This is an optimization exercise on Yosys and OpenROAD, whose aim is small area, a short achievable clock period and few clock cycles, not a production implementation.
Power is estimated from default activity; no workload was simulated.

Setup of quartz:
Design pft_lzd, start of the top module:
module pft_lzd (
    input  wire        clk,
    input  wire        rst,           
    input  wire [7:0]  reg_addr,      
    input  wire        reg_we,
    input  wire [31:0] reg_wdata,
    output reg  [31:0] reg_rdata,
    output wire        irq,
    output reg         buf_en,
    output reg         buf_we,
    output reg  [16:0] buf_addr,
    output reg  [7:0]  buf_wdata,
    input  wire [7:0]  buf_rdata,
    output reg         out_re,
    output reg  [24:0] out_raddr,
    input  wire [7:0]  out_rdata,
    output reg         out_we,
    output reg  [24:0] out_waddr,
    output reg  [7:0]  out_wdata
);
==> flow/config.mk <==
export PLATFORM = sky130hd
export DESIGN_NAME = pft_lzd
export DESIGN_NICKNAME = pft_lzd
export VERILOG_FILES = /design/flow/design.v
export SDC_FILE = /design/flow/constraint.sdc
export NUM_CORES = 8
export LEC_CHECK = 0
export CAP_MARGIN = 20
export CORE_MARGIN = 2
export CORE_UTILIZATION = 35
export CTS_CLUSTER_DIAMETER = 110
export CTS_CLUSTER_SIZE = 24
export SETUP_SLACK_MARGIN = 3
export SLEW_MARGIN = 20
export SYNTH_HIERARCHICAL = 1
==> flow/constraint.sdc <==
create_clock -name core_clock -period 12.0 [get_ports {clk}]
set_input_delay 2.4000 -clock core_clock [delete_from_list [all_inputs] [get_ports {clk}]]
set_output_delay 2.4000 -clock core_clock [all_outputs]
set_load 0.01 [all_outputs]
standard.sh (not shown) runs the stock make flow with config.mk's settings and CLKGATE_MAP_FILE= SYNTH_SCRIPT=/design/flow/synth_recipe.tcl, a recipe that flattens the netlist after the stock synthesis.
==> flow/flow/run.sh <==
#!/bin/bash
# Own flow: the standard layout (standard.sh, unchanged synthesis), with the
# port buffers made of sky130_fd_sc_hd__buf_1 instead of the delay buffer that
# buffer_ports picks by default (every port still gets its own buffer), and
# timing repair allowed to change a cell's footprint (MATCH_CELL_FOOTPRINT=0;
# detailed placement runs after every repair).
set -euo pipefail
W=$(pwd)
sed 's#^make -C \(.*\) "\${@:-finish}"$#make -C \1 "BUFFER_PORTS_ARGS=-buffer_cell sky130_fd_sc_hd__buf_1" MATCH_CELL_FOOTPRINT=0 "${@:-finish}"#' standard.sh > own_standard.sh
grep -q 'MATCH_CELL_FOOTPRINT=0' own_standard.sh
bash own_standard.sh finish > make_finish.log 2>&1
test -s out/final.def
Input-level comparison between xenon and quartz:
--- a/flow/design.v
+++ b/flow/design.v
@@ -46,33 +46,36 @@
         S_EXT   = 5'd13,   
         S_CPC   = 5'd14,   
         S_CPY   = 5'd15,   
         S_TRL   = 5'd16,   
         S_TRL1  = 5'd17,   
         S_IV    = 5'd18,   
         S_XC    = 5'd19,   
         S_XR    = 5'd20,   
         S_XW    = 5'd21,   
-        S_IVA   = 5'd22;   
+        S_IVA   = 5'd22,   
+        S_T0    = 5'd23,   
+        S_T1    = 5'd24;   
     reg  [4:0]  state;
     reg  [1:0]  ctrl_op;
     reg         ctrl_endian;
     reg         ctrl_ie;
     reg         st_done;
     reg         st_err;
     reg  [3:0]  err_code;     
     reg         errf;         
     reg  [31:0] buf_len;
     reg  [7:0]  model;
     reg  [31:0] xbase, xivoff, xstart, xlen;
     reg  [17:0] ic;           
     reg  [25:0] oc;           
     reg  [31:0] iv0, iv1, iv2, iv3;    
+    reg  [31:0] tmp0, tmp1;            
     reg         kv;           
     reg  [17:0] sp;           
     reg  [31:0] acc;          
     reg         ckc;          
     reg  [22:0] cnt;          
     reg  [7:0]  s0;           
     reg  [15:0] blen;         
     reg  [15:0] rem;          
     reg  [16:0] mask;         
@@ -95,20 +98,18 @@
                 pop = cpy_mrg;
             default:
                 pop = 1'b0;
         endcase
     end
     wire stream = (state >= S_CKE) && (state <= S_TRL1);
     wire [24:0] x_relh  = {blen, offm1[8:0]};
     wire [6:0]  x_b     = s0[6:0];                       
     wire [4:0]  kidx    = busy ? x_b[6:2] : reg_addr[6:2];
-    wire [31:0] tmp0    = iv0 + ~iv2;
-    wire [31:0] tmp1    = iv1 + ~iv3;
     wire [31:0] key_w;
     pft_lzd_key u_key (.idx(kidx), .tmp0(tmp0), .tmp1(tmp1),
                        .iv0(iv0), .iv1(iv1), .iv2(iv2), .iv3(iv3), .key(key_w));
     wire [31:0] x_mw    = key_w - {x_relh, 7'd0};
     wire [31:0] x_mword = acc;
     reg  [7:0]  x_mbyte;
     always @* begin
         case (ctrl_endian ? ~x_b[1:0] : x_b[1:0])
             2'd0: x_mbyte = x_mword[7:0];
@@ -296,23 +297,23 @@
             S_TRL: nstate = S_TRL1;
             S_TRL1: begin
                 if ({s0, sbyte} != 16'd0) begin
                     flt = 1'b1; fcode = F_NOTRL; fin = {14'd0, ic}; fval = {16'd0, s0, sbyte};
                 end else begin
                     nstate = S_HDR;
                 end
             end
             S_IVA: nstate = S_IV;
-            S_IV: begin
-                if (cnt[3:0] == 4'd0) begin
-                    if (ctrl_op == 2'd2) fin_done = 1'b1;
-                    else                 nstate = S_XC;
-                end
+            S_IV: if (cnt[3:0] == 4'd0) nstate = S_T0;
+            S_T0: nstate = S_T1;
+            S_T1: begin
+                if (ctrl_op == 2'd2) fin_done = 1'b1;
+                else                 nstate = S_XC;
             end
             S_XC: begin
                 if (xstart[6:0] != 7'd0 || xlen[6:0] != 7'd0) begin
                     flt = 1'b1; fcode = F_ALIGN; fin = xstart; fval = xlen;
                 end else if (xlen == 32'd0) begin
                     fin_done = 1'b1;
                 end else if (xoob_r) begin
                     flt = 1'b1; fcode = F_OOB; fin = xsum[31:0]; fval = xlen;
                 end else begin
@@ -458,19 +459,19 @@
                 state   <= S_CMD;
             end else begin
                 state <= nstate;
             end
             if (flt) begin
                 st_err <= 1'b1;
                 errf   <= 1'b1;
             end
             if (fin_done) st_done <= 1'b1;
-            if (state == S_IV && cnt[3:0] == 4'd0) kv <= 1'b1;
+            if (state == S_T1) kv <= 1'b1;
             if (state == S_CKE && cke_ok) ic <= 18'h200;
             if (!flt) case (state)
                 S_HDRC: ic <= sp;                       
                 S_RAW:  if (cnt == 23'd1 && rem0) ic <= sp_inc;
                 S_RSKIP: if (rem1) ic <= sp_inc;
                 S_TOK:  if (gv && !mask[16]) ic <= sp_inc;
                 S_CPY:  if (cnt == 23'd1) ic <= sp;
                 S_TRL1: ic <= sp_inc;
                 S_XW:   if (cnt == 23'd1) ic <= sp_inc;
@@ -554,19 +555,27 @@
                 sp  <= sp_inc;
                 cnt <= cnt_nx;
                 if (ctrl_endian) iv3 <= {iv3[23:0], buf_rdata};
                 else             iv3 <= {buf_rdata, iv3[31:8]};
                 if (cnt[1:0] == 2'd0 && cnt[3:2] != 2'd0) begin
                     iv2 <= ctrl_endian ? {iv3[23:0], buf_rdata} : {buf_rdata, iv3[31:8]};
                     iv1 <= iv2;
                     iv0 <= iv1;
                 end
+                tmp0 <= iv0;
+                tmp1 <= iv1;
+                s0   <= 8'h50;
+            end
+            S_T0: begin
+                tmp0 <= key_w;                    
+                s0   <= 8'h74;                    
             end
+            S_T1: tmp1 <= key_w;                  
             S_XC: begin
                 cnt  <= {5'd0, xlen[17:0]};
                 sp   <= xsum[17:0];
                 s0   <= 8'd0;
                 blen <= xstart[31:16];
                 offm1[8:0] <= xstart[15:7];
             end
             S_XR: if (x_b[1:0] == 2'd0) acc <= x_mw;
             S_XW: begin
### Flow results
- Per the final summary, xenon finished and its layout is clean on timing, DRC and antenna.
- In xenon the design area turned out about 0.33% higher than in quartz.
- Compared to quartz, the router laid down more metal wire for xenon.
- Fraction of power consumed by combinational cells essentially unchanged between xenon and quartz.
- Summary of xenon over quartz: pin count of the biggest net entering global routing rose by 3.2%, clock latency reported for the late side of the worst-skew pair went down 0.03 ns, die area stayed essentially flat, global-route usage went up by 1.3 points.
- Cmp xenon vs quartz: fraction of final layout cells with drive strength greater than 1 higher in xenon
No run of this note included a check of the RTL's function; only the layout flow was run.

port drivers added, routing unchanged:
The flow's constraints put no driver on any port. The routed layouts listed below were extracted and timed again, unchanged, in two steps. Step 1 sets driving cells, clkbuf_16 on the clock port and buf_2 on the other inputs (assumed; they add their load-dependent delay and slew). Step 2 times the ports against the registers' clock, not the clock port: input delays grow and output delays shrink by t, the midpoint of the rising clock arrivals with the driver on. a / b / c = ideal / step 1 / step 2; a / b = the first two.
| run | t (ns) | setup WS [ns] | cell pins on the clock port's net |
|---|---|---|---|
| quartz | 0.769 | 3.017 / 2.939 / 2.770 | 1 |
| xenon | 0.713 | 3.146 / 3.061 / 2.912 | 1 |
After both steps every run listed still meets setup and hold. The setup slack of quartz, which loses most, moves by -0.078 ns with the drivers and by -0.247 ns with both steps.
